Context: an optimization exercise on an open-source flow, tuned for small area, a short achievable clock period and few clock cycles. The choices shown serve that exercise and are no tape-out recipe. The RTL was checked by simulation tests, not by an equivalence proof against the original design. Power figures rest on the tool's default switching activity, not on a simulated workload.

==> design/flow/design.v <==
module vad_unit (
    input  wire        clk,
    input  wire        rst,           
    input  wire        cmd_valid,
    output wire        cmd_ready,
    input  wire [1:0]  cmd_op,        
    input  wire [31:0] cmd_arg,       
    input  wire [31:0] cmd_blen,      
    input  wire        s_valid,
    output wire        s_ready,
    input  wire [31:0] s_data,
    output wire        iv_valid,
    input  wire        iv_ready,
    output wire [15:0] iv_data,
    output wire        iv_last,
    output wire [1:0]  iv_mode,
    output wire        iv_reset,
    input  wire        vd_valid,
    input  wire [1:0]  vd_code,
    output wire        done,
    output wire [31:0] result,
    output wire        rate_reject,
    output wire [31:0] hist_err,
    output wire [31:0] hist_sil,
    output wire [31:0] hist_voice,
    output wire [31:0] hist_noise,
    output wire [31:0] vad_rate,
    output wire [10:0] vad_flen,
    output wire [10:0] vad_off,
    output wire [1:0]  vad_mode
);
    localparam [1:0] OP_INIT    = 2'd1;
    localparam [1:0] OP_SETMODE = 2'd2;
    localparam [1:0] OP_PROCESS = 2'd3;
    localparam [1:0] V_SIL   = 2'd0;
    localparam [1:0] V_VOICE = 2'd1;
    localparam [1:0] V_NOISE = 2'd2;
    localparam HW = 23;               
    reg        crdy;                  
    reg        acc_q;                 
    reg [1:0]  op_q;
    reg        ok_q;                  
    reg        le3_q;                 
    reg [1:0]  x_q;                   
    reg        locked;
    reg [1:0]  code;                  
    reg        f_1000, f_0101, f_1011, f_1101, f_1110, f_0111, f_0010, f_0001;
    reg [1:0]  mode_c;
    reg        r_all;                 
    reg        res0;                  
    reg        rrej_c;
    reg [10:0] off_c;
    reg [HW-1:0] hc_e, hc_s, hc_v, hc_n;
    reg        done_q;
    reg        ivrst_q;
    reg        run;
    reg [29:0] rem;                   
    reg [10:0] off_w;                 
    reg        nl;                    
    reg        pend;                  
    reg [HW-1:0] hw_e, hw_s, hw_v, hw_n;
    reg [4:0]  ph;                    
    reg        ph0;                   
    reg        ph_last;               
    reg        fin;                   
    reg        cy_e, cy_s, cy_v, cy_n;    
    reg        req;                   
    reg        absb;                  
    reg [1:0]  vcode;                 
    reg [1:0]  vcs;                   
    reg        sd1, sd2, nd1, nd2;    
    reg        enz, vnz;              
    reg        sr;                    
    reg        bv;                    
    reg [15:0] b_t;
    reg        b_s;
    reg        b_l;
    reg        ivv;                   
    reg [15:0] ivd;
    reg        ivl;
    reg        skv;                   
    reg [15:0] skd;
    reg        skl;
    wire        hi0    = (cmd_arg[31:16] == 16'd0);
    wire        is8k   = hi0 && (cmd_arg[15:0] == 16'd8000);
    wire        is16k  = hi0 && (cmd_arg[15:0] == 16'd16000);
    wire        is32k  = hi0 && (cmd_arg[15:0] == 16'd32000);
    wire        is48k  = hi0 && (cmd_arg[15:0] == 16'd48000);
    wire        accept = cmd_valid && crdy;
    wire        ex_init = acc_q && (op_q == OP_INIT);
    wire        ex_mode = acc_q && (op_q == OP_SETMODE);
    wire        ex_proc = acc_q && (op_q == OP_PROCESS);
    wire        pass    = ok_q && (!locked || (x_q == code));
    wire        start   = ex_proc && pass;
    wire        rfail   = ex_proc && !pass;
    reg [10:0] flen_m2;               
    always @(*) begin
        case (code)
            2'd0:    flen_m2 = 11'd238;
            2'd1:    flen_m2 = 11'd478;
            2'd2:    flen_m2 = 11'd958;
            default: flen_m2 = 11'd1438;
        endcase
    end
    wire take = s_valid && sr;
    wire pop   = ivv && iv_ready;
    wire bpush = bv && !skv;
    wire bv_n  = take || (bv && !bpush);
    wire skv_n = skv ? !pop : (bpush && ivv && !pop);
    wire ivv_n = skv || bpush || (ivv && !pop);
    wire [7:0]  s_e   = s_data[30:23];
    wire        s_nan = (s_e == 8'hFF) && (s_data[22:0] != 23'd0);
    wire        s_z   = s_nan || (s_e < 8'd110);
    wire        s_c   = !s_nan && ((s_e >= 8'd127) ||
                                   (s_e == 8'd126 && s_data[22:8] == 15'h7FFF));
    wire [16:0] s_sh  = {1'b1, s_data[22:8], 1'b0} >> (~s_e[4:0]);
    wire [15:0] qt    = s_z ? 16'd0 : s_c ? 16'hFFFE : s_sh[15:0];
    wire [16:0] qsum = {b_s, b_t ^ {16{b_s}}} + 17'd1;
    wire [15:0] qd   = qsum[16:1];
    wire rem_ge1 = (rem != 30'd0);
    wire rem_ge2 = (rem[29:1] != 29'd0);
    wire rem_ge3 = (rem[29:2] != 28'd0) || (rem[1] && rem[0]);
    wire rz_n    = bpush ? !rem_ge2 : !rem_ge1;      
    wire go    = req && ph0;
    wire cin_e = ph0 ? (go && vcode == 2'd3)    : cy_e;
    wire cin_s = ph0 ? (go && vcode == V_SIL)   : cy_s;
    wire cin_v = ph0 ? (go && vcode == V_VOICE) : cy_v;
    wire cin_n = ph0 ? (go && vcode == V_NOISE) : cy_n;
    wire nb_e  = hw_e[0] ^ cin_e;
    wire nb_s  = hw_s[0] ^ cin_s;
    wire nb_v  = hw_v[0] ^ cin_v;
    wire nb_n  = hw_n[0] ^ cin_n;
    wire       sb   = ph[4:1] != 4'd0 ? !sd2 : 1'b1;    
    wire       nbb  = ph[4:1] != 4'd0 ? !nd2 : 1'b1;    
    wire [1:0] vcin = ph0 ? 2'd2 : vcs;
    wire [2:0] vtot = {2'd0, nb_v} + {2'd0, sb} + {2'd0, nbb} + {1'd0, vcin};
    wire       vmaj = vtot[2] && !sd1 && !nd1 && !nb_s && !nb_n;
    wire       d_all = enz || nb_e;
    wire       d_one = !d_all && (vnz || nb_v) && vmaj;
    wire g1      = bpush ? rem_ge2 : rem_ge1;
    wire g2      = bpush ? rem_ge3 : rem_ge2;
    wire more    = bv_n ? g2 : g1;
    wire full_n  = bv_n && ivv_n && skv_n;
    wire nl_n    = take ? (!nl && (off_w == flen_m2)) : nl;
    wire pend_n  = (pend && !(absb && ph_last)) || (take && nl);
    wire run_n   = start || (run && !fin);
    wire fin_n   = (ph == HW - 2) && run_n && rz_n && !ivv_n &&
                   (!pend_n || absb);
    wire sr_n    = run_n && more && !full_n && !(pend_n && nl_n);
    wire clr_w = rst || ex_init || rfail || start;
    wire hld   = rst || ex_init || rfail || fin;
    wire [HW-1:0] hw_e_n = clr_w ? {HW{1'b0}} : {nb_e, hw_e[HW-1:1]};
    wire [HW-1:0] hw_s_n = clr_w ? {HW{1'b0}} : {nb_s, hw_s[HW-1:1]};
    wire [HW-1:0] hw_v_n = clr_w ? {HW{1'b0}} : {nb_v, hw_v[HW-1:1]};
    wire [HW-1:0] hw_n_n = clr_w ? {HW{1'b0}} : {nb_n, hw_n[HW-1:1]};
    always @(posedge clk) begin
        hw_e <= hw_e_n;
        hw_s <= hw_s_n;
        hw_v <= hw_v_n;
        hw_n <= hw_n_n;
        if (hld) begin
            hc_e <= hw_e_n;
            hc_s <= hw_s_n;
            hc_v <= hw_v_n;
            hc_n <= hw_n_n;
        end
        cy_e <= !clr_w && hw_e[0] && cin_e;
        cy_s <= !clr_w && hw_s[0] && cin_s;
        cy_v <= !clr_w && hw_v[0] && cin_v;
        cy_n <= !clr_w && hw_n[0] && cin_n;
        ph      <= (rst || ph_last) ? 5'd0 : ph + 5'd1;
        ph0     <= rst || ph_last;
        ph_last <= !rst && (ph == HW - 2);
        fin     <= !rst && fin_n;
        if (vd_valid)
            vcode <= vd_code;
        if (clr_w) begin
            vcs  <= 2'd2;
            sd1  <= 1'b0;
            sd2  <= 1'b0;
            nd1  <= 1'b0;
            nd2  <= 1'b0;
            enz  <= 1'b0;
            vnz  <= 1'b0;
        end else begin
            vcs  <= vtot[2:1];
            sd1  <= nb_s;
            sd2  <= sd1;
            nd1  <= nb_n;
            nd2  <= nd1;
            enz  <= (enz && !ph0) || nb_e;
            vnz  <= (vnz && !ph0) || nb_v;
        end
    end
    always @(posedge clk) begin
        acc_q <= accept;
        op_q  <= cmd_op;
        ok_q  <= is8k || is16k || is32k || is48k;
        x_q   <= cmd_op[0] ? {cmd_arg[15] || cmd_arg[14], cmd_arg[7]} : cmd_arg[1:0];
        le3_q <= (cmd_arg[31:2] == 30'd0);
        if (!bv || bpush) begin
            b_t <= qt;
            b_s <= s_data[31];
            b_l <= nl;
        end
        if (skv ? pop : (!ivv || pop)) begin
            ivd <= skv ? skd : qd;
            ivl <= skv ? skl : b_l;
        end
        if (!skv && ivv && !pop) begin
            skd <= qd;
            skl <= b_l;
        end
        rem   <= crdy ? cmd_blen[31:2] : rem - {29'd0, bpush};
        if (rst) begin
            crdy    <= 1'b1;
            acc_q   <= 1'b0;
            locked  <= 1'b0;
            code    <= 2'd0;
            f_1000  <= 1'b0;
            f_0101  <= 1'b0;
            f_1011  <= 1'b0;
            f_1101  <= 1'b0;
            f_1110  <= 1'b0;
            f_0111  <= 1'b0;
            f_0010  <= 1'b0;
            f_0001  <= 1'b0;
            mode_c  <= 2'd0;
            r_all   <= 1'b0;
            res0    <= 1'b0;
            rrej_c  <= 1'b0;
            off_c   <= 11'd0;
            done_q  <= 1'b0;
            ivrst_q <= 1'b0;
            run     <= 1'b0;
            off_w   <= 11'd0;
            nl      <= 1'b0;
            pend    <= 1'b0;
            sr      <= 1'b0;
            req     <= 1'b0;
            absb    <= 1'b0;
            bv      <= 1'b0;
            ivv     <= 1'b0;
            skv     <= 1'b0;
        end else begin
            bv  <= bv_n;
            ivv <= ivv_n;
            skv <= skv_n;
            sr  <= sr_n;
            run <= run_n;
            nl  <= nl_n;
            pend <= pend_n;
            if (take)
                off_w <= nl ? 11'd0 : off_w + 11'd1;
            req     <= (req && !ph0) || vd_valid;
            absb    <= (absb && !ph_last) || go;
            done_q  <= ex_init || ex_mode || rfail || fin;
            ivrst_q <= ex_init;
            if (accept)
                crdy <= 1'b0;
            else if (ex_init || ex_mode || rfail || fin)
                crdy <= 1'b1;
            if (ex_init) begin
                locked <= 1'b0;
                f_1000 <= 1'b0;
                f_0101 <= 1'b0;
                f_1011 <= 1'b0;
                f_1101 <= 1'b0;
                f_1110 <= 1'b0;
                f_0111 <= 1'b0;
                f_0010 <= 1'b0;
                f_0001 <= 1'b0;
                mode_c <= 2'd0;
                off_c  <= 11'd0;
                off_w  <= 11'd0;
                nl     <= 1'b0;
                r_all  <= 1'b0;
                res0   <= 1'b1;
                rrej_c <= 1'b0;
            end
            if (ex_mode) begin
                if (le3_q) mode_c <= x_q;
                r_all  <= 1'b0;
                res0   <= le3_q;
                rrej_c <= 1'b0;
            end
            if (rfail) begin
                r_all  <= 1'b1;
                res0   <= 1'b1;
                rrej_c <= 1'b1;
            end
            if (start) begin
                code <= x_q;
            end
            if (fin) begin
                locked <= 1'b1;
                f_1000 <= (code == 2'd0);
                f_0101 <= code[0];
                f_1011 <= (code != 2'd1);
                f_1101 <= (code != 2'd2);
                f_1110 <= (code != 2'd3);
                f_0111 <= (code != 2'd0);
                f_0010 <= (code == 2'd2);
                f_0001 <= (code == 2'd3);
                off_c  <= off_w;
                r_all  <= d_all;
                res0   <= d_all || d_one;
                rrej_c <= 1'b0;
            end
        end
    end
    assign cmd_ready   = crdy;
    assign s_ready     = sr;
    assign iv_valid    = ivv;
    assign iv_data     = ivd;
    assign iv_last     = ivl;
    assign iv_mode     = mode_c;
    assign iv_reset    = ivrst_q;
    assign done        = done_q;
    assign result      = {{31{r_all}}, res0};
    assign rate_reject = rrej_c;
    assign hist_err    = {{(32-HW){1'b0}}, hc_e};
    assign hist_sil    = {{(32-HW){1'b0}}, hc_s};
    assign hist_voice  = {{(32-HW){1'b0}}, hc_v};
    assign hist_noise  = {{(32-HW){1'b0}}, hc_n};
    assign vad_rate    = {16'd0, f_0001, f_0010, f_0111, locked, locked, f_1110,
                          f_1101, f_1011, f_0101, f_1000, 6'd0};
    assign vad_flen    = {f_0001, f_0010, f_0111, locked, f_1110, f_1101, f_1000, 4'd0};
    assign vad_off     = off_c;
    assign vad_mode    = mode_c;
endmodule
==> design/flow/flow/run.sh <==
#!/bin/bash
set -euo pipefail
SETUP_MARGIN=${SETUP_MARGIN:-5.25}
bash standard.sh \
    "BUFFER_PORTS_ARGS=-buffer_cell sky130_fd_sc_hd__buf_1" \
    "SETUP_SLACK_MARGIN=${SETUP_MARGIN}" \
    finish > flow_make.log 2>&1
test -f out/final.def
==> design/flow/standard.sh <==
#!/bin/bash
# synth_recipe.tcl (not shown) runs the flow's synth.tcl, then flattens the netlist and writes it again
# the make line also repeats each setting of config.mk as NAME=value (left out here)
make -C /OpenROAD-flow-scripts/flow DESIGN_CONFIG=/design/flow/config.mk WORK_HOME=/design/flow/orfs CLKGATE_MAP_FILE= SYNTH_SCRIPT=/design/flow/synth_recipe.tcl "${@:-finish}"
==> design/flow/config.mk <==
export PLATFORM = sky130hd
export DESIGN_NAME = vad_unit
export DESIGN_NICKNAME = vad_unit
export VERILOG_FILES = /design/flow/design.v
export SDC_FILE = /design/flow/constraint.sdc
export NUM_CORES = 4
export LEC_CHECK = 0
export CAP_MARGIN = 20
export CORE_MARGIN = 2
export CORE_UTILIZATION = 60
export CTS_CLUSTER_DIAMETER = 80
export CTS_CLUSTER_SIZE = 30
export SLEW_MARGIN = 20
==> design/flow/constraint.sdc <==
create_clock -name core_clock -period 8.0 [get_ports {clk}]
set_input_delay 1.6000 -clock core_clock [delete_from_list [all_inputs] [get_ports {clk}]]
set_output_delay 1.6000 -clock core_clock [all_outputs]
set_load 0.01 [all_outputs]
==> metrics.md <==
| Metric | Value |
|---|---|
| GRT Overall Usage | `22.1%` |
| Vias in the first global route | `8583` |
| Switching component of the power | `783 µW` |
| Site Rows | `56` |
| Ant diodes | `0` |
| Placer Congestion | `0.855` |
| Dpl cells | `1745` |
| Die Ht | `158 µm` |
| Synth cell types | `77` |
| DR vias/cell | `5.23` |
| DP Wirelength | `19800 µm` |
| Final Hold Fails | `0` |
| Filler cell count | `1841` |
| Initial antenna violation count | `0` |
| Register Area | `8380 µm²` |
| RSZ-0062 raised after global routing | `true` |
| Critical path peak fanout | `16` |
| Final clock skew | `19.8 ps` |
| Htree depth | `1` |
| Tightest Pin Transition | `880 ps` |
| Iter 0 DRT Violations | `516` |
| Register area share after synthesis | `59.0%` |
| Post-synth EDFFs | `146` |
| Total power draw | `3220 µW` |
| CTS buffer count | `16` |
| Non-Filler Instances | `1793` |
| Fin util | `68.1%` |
| Total die area | `24900 µm²` |
| Worst min path class | `flop to flop` |
| Area contributors post-synth | `edfxtp_1 31%, dfxtp_1 28%, buf_4 6.0%, and2_1 4.3%, nand2_1 2.3%` |
| Routed vias | `9384` |
| Port Buffers | `282` |
| Int Pwr | `2440 µW` |
| Critical Path AT | `1180 ps` |
| Pleak | `0.00600 µW` |
| Main synth FF type | `dfxtp_1` |
| Register share of total power | `60.5%` |
| WL/cell | `16.2 µm` |
| Mapped cell area | `14200 µm²` |
| Largest net degree at the start of global routing | `97` |
| Synthesis-to-finish area growth | `11.9%` |
| Most frequent cells in the layout | `242 x buf_1, 194 x dfxtp_1, 146 x edfxtp_1` |
| Combinational fraction of design power | `9.7%` |
| Final min period | `2780 ps` |
| Clock buffer depth | `3` |
| Final critical-path share of the clock period | `34.8%` |
| Proportion of power drawn by the clock network | `29.8%` |
| Maximum vdd ir drop | `0.197 mV` |
| Initial core utilization | `60.8%` |
| 1st-pass router iterations | `4` |
| Normalized max-slew margin | `41.2%` |
| DRC errors left | `0` |
| Maxcap violations | `0` |
| Reg clk slew, reported paths | `110 ps` |
| First-pass GRT wire length | `43900 µm` |
| Startpoint Class | `flop` |
| #FFs+latches synth | `345` |
| Post-route antenna net violation count | `0` |
| Ys Warns | `1` |
| Pwr/cell area | `203 nW/µm²` |
| CTS Sinks | `345` |
| Hold slack | `453 ps` |
| # hold bufs at CTS | `0` |
| # IOs | `347` |
| Required time worst endpoint | `6400 ps` |
| Die X-Extent | `158 µm` |
| Post-synth ARST share | `0%` |
| Avg Inst Size Synth | `11.4 µm²` |
| Final setup vio count | `0` |
| # nets final | `1579` |
| CORE AREA | `23300 µm²` |
| Setup TNS | `0 ps` |
| Status | `timing/DRC/antenna clean` |
| Share of cells above drive strength 1 | `10.7%` |
| Yosys top cell by area | `edfxtp_1` |
| Final-report max-slew violation count | `0` |
| Commonest non-fill, non-tap cell in the layout | `buf_1` |
| Multi-input gate area | `5060 µm²` |
| Root Buffer | `clkbuf_16` |
| Post-synth top area share | `30.9%` |
| Fmax | `0.359 GHz` |
| Worst-Skew Late Latency | `510 ps` |
| Total length of routed wires | `29100 µm` |
| CTS tree | `built` |
| Switching share of power | `24.3%` |
| Total congestion overflow | `0` |
| Critical path type | `flop to output port` |
| Critical path endpoint category | `output port` |
| Post-Synthesis Cells | `1248` |
==> sequential cells by signal, summed over array words and instances, names as in the netlist, 5 cells and up <==
register	cells
off_c	11
hc_s	23
hw_v	23
b_t	16
ph	5
ivd	16
hc_v	23
hw_n	23
hc_n	23
hw_s	23
hc_e	23
rem	30
off_w	11
skd	16
hw_e	23
==> power by group through the flow <==
stage               Combinational, µW  Sequential (µW)  Clock, µW
finish                            312             1950        961
detailed placement                286             1990          0
global placement                  282             1990          0
floorplan                         213             2000          0
CTS                               303             1950        980
global route                      345             1960       1040
==> per-layer routing <==
metal / up-vias / track usage, % / wire length [µm]
li1: 4651 / - / -
met1: 4382 / 28.7 / 12400
met2: 315 / 37.0 / 13700
met3: 36 / 5.45 / 2300
met4: 0 / 6.15 / 694
met5: - / 0 / 0
==> kinds of logic (layout without fill, tap and decap cells) <==
| family | count (synthesis) | in the layout | synth area share, % |
|---|---|---|---|
| simple gates | 417 | 417 | 16.1 |
| flops | 345 | 345 | 59.0 |
| buf+inv | 195 | 359 | 8.25 |
| compound gates | 178 | 179 | 8.21 |
| xor+xnor | 66 | 66 | 4.07 |
| mux | 37 | 37 | 3.41 |
| fa+ha+maj | 9 | 9 | 0.899 |
| other cells | 1 | 62 | 0.0264 |
==> cell usage after synthesis, types with 6 or more instances <==
| cell | number |
|---|---|
| dfxtp_1 | 199 |
| edfxtp_1 | 146 |
| buf_4 | 113 |
| and2_1 | 98 |
| nand2_1 | 87 |
| nor2_1 | 72 |
| a21oi_1 | 50 |
| clkbuf_1 | 44 |
| xor2_1 | 34 |
| o21ai_0 | 32 |
| xnor2_1 | 32 |
| inv_1 | 22 |
| nor3_1 | 20 |
| nand4_1 | 19 |
| nand3_1 | 18 |
| mux2_2 | 17 |
| a22o_1 | 16 |
| nor4_1 | 16 |
| o21ai_1 | 16 |
| nand2b_1 | 15 |
| mux2i_1 | 12 |
| or3_1 | 10 |
| buf_1 | 8 |
| and4_1 | 7 |
| ha_1 | 7 |
| mux4_2 | 7 |
| nor2b_1 | 7 |
| buf_2 | 6 |
| o211ai_1 | 6 |
| or4_1 | 6 |
==> metrics by stage <==
step | setup WS, ps | cell area (µm²)
6_report | 5220 | 15900
3_5_place_dp | 3920 | 14900
5_1_grt | 5170 | 15900
4_1_cts | 5200 | 15700
3_3_place_gp | 4010 | 14900
2_1_floorplan | 5000 | 14600
==> timing repair <==
item / 4_1_cts / 5_1_grt
gates cloned: 2 / 2
setup endpoints to repair: 148 / 142
buffers inserted: 8 / 8
pin swaps: 2 / 10
resized for setup: 57 / 29
endpoints found under the hold margin: 0 / 0
==> worst max-delay path, cell delays in order, from the launching register on <==
cell and delay [ps]:
dfxtp_4 390, buf_12 150, buf_2 140
==> final timing paths <==
kind	start	cells past startpoint	end	slack, ps
setup / recovery	r_all$_SDFFE_PP0P_	2	result[21]	5220
hold / removal	hw_s[5]$_DFF_P_	1	hw_s[4]$_DFF_P_	450
setup reg to reg	ph[2]$_SDFF_PP0_	9	res0$_SDFFE_PP0P_	5340
hold reg to reg	hw_s[5]$_DFF_P_	1	hw_s[4]$_DFF_P_	450
==> layout make-up <==
| class | count | share of cell area, % |
|---|---|---|
| sequential | 345 | 52.7 |
| timing repair buffer | 308 | 9.15 |
| clock inverter | 5 | 0.355 |
| inverter | 23 | 0.544 |
| clock buffer | 23 | 2.82 |
| multi-input combinational | 770 | 31.9 |
| tap | 319 | 2.51 |
Testbench counts, summed over its fixed seeds: cycles 282,724.

-- re-timing with driven ports --
In the flow no input, the clock included, has a driving cell. The finished layout below was timed again as built, in two steps.
Step 1 sets driving cells, clkbuf_16 on the clock port and buf_2 on the other inputs (assumed; they add their load-dependent delay and slew).
Step 2 also shifts input and output timing later by t, the mid clock arrival at the registers, as if the neighbouring blocks saw the same clock.
Three values: no drivers, after step 1, after step 2; two values: the first two.
shift t [ns]: 0.548
setup WS [ns]: 5.216 / 5.166 / 4.777
worst setup path at the end: input to register
clock arrival spread, ns: 0.019 / 0.020
worst register clock-pin slew, ns: 0.11 / 0.11
After both steps this run still meets setup and hold. For this run, drivers alone change the setup slack by -0.050 ns; drivers and shift together by -0.439 ns.
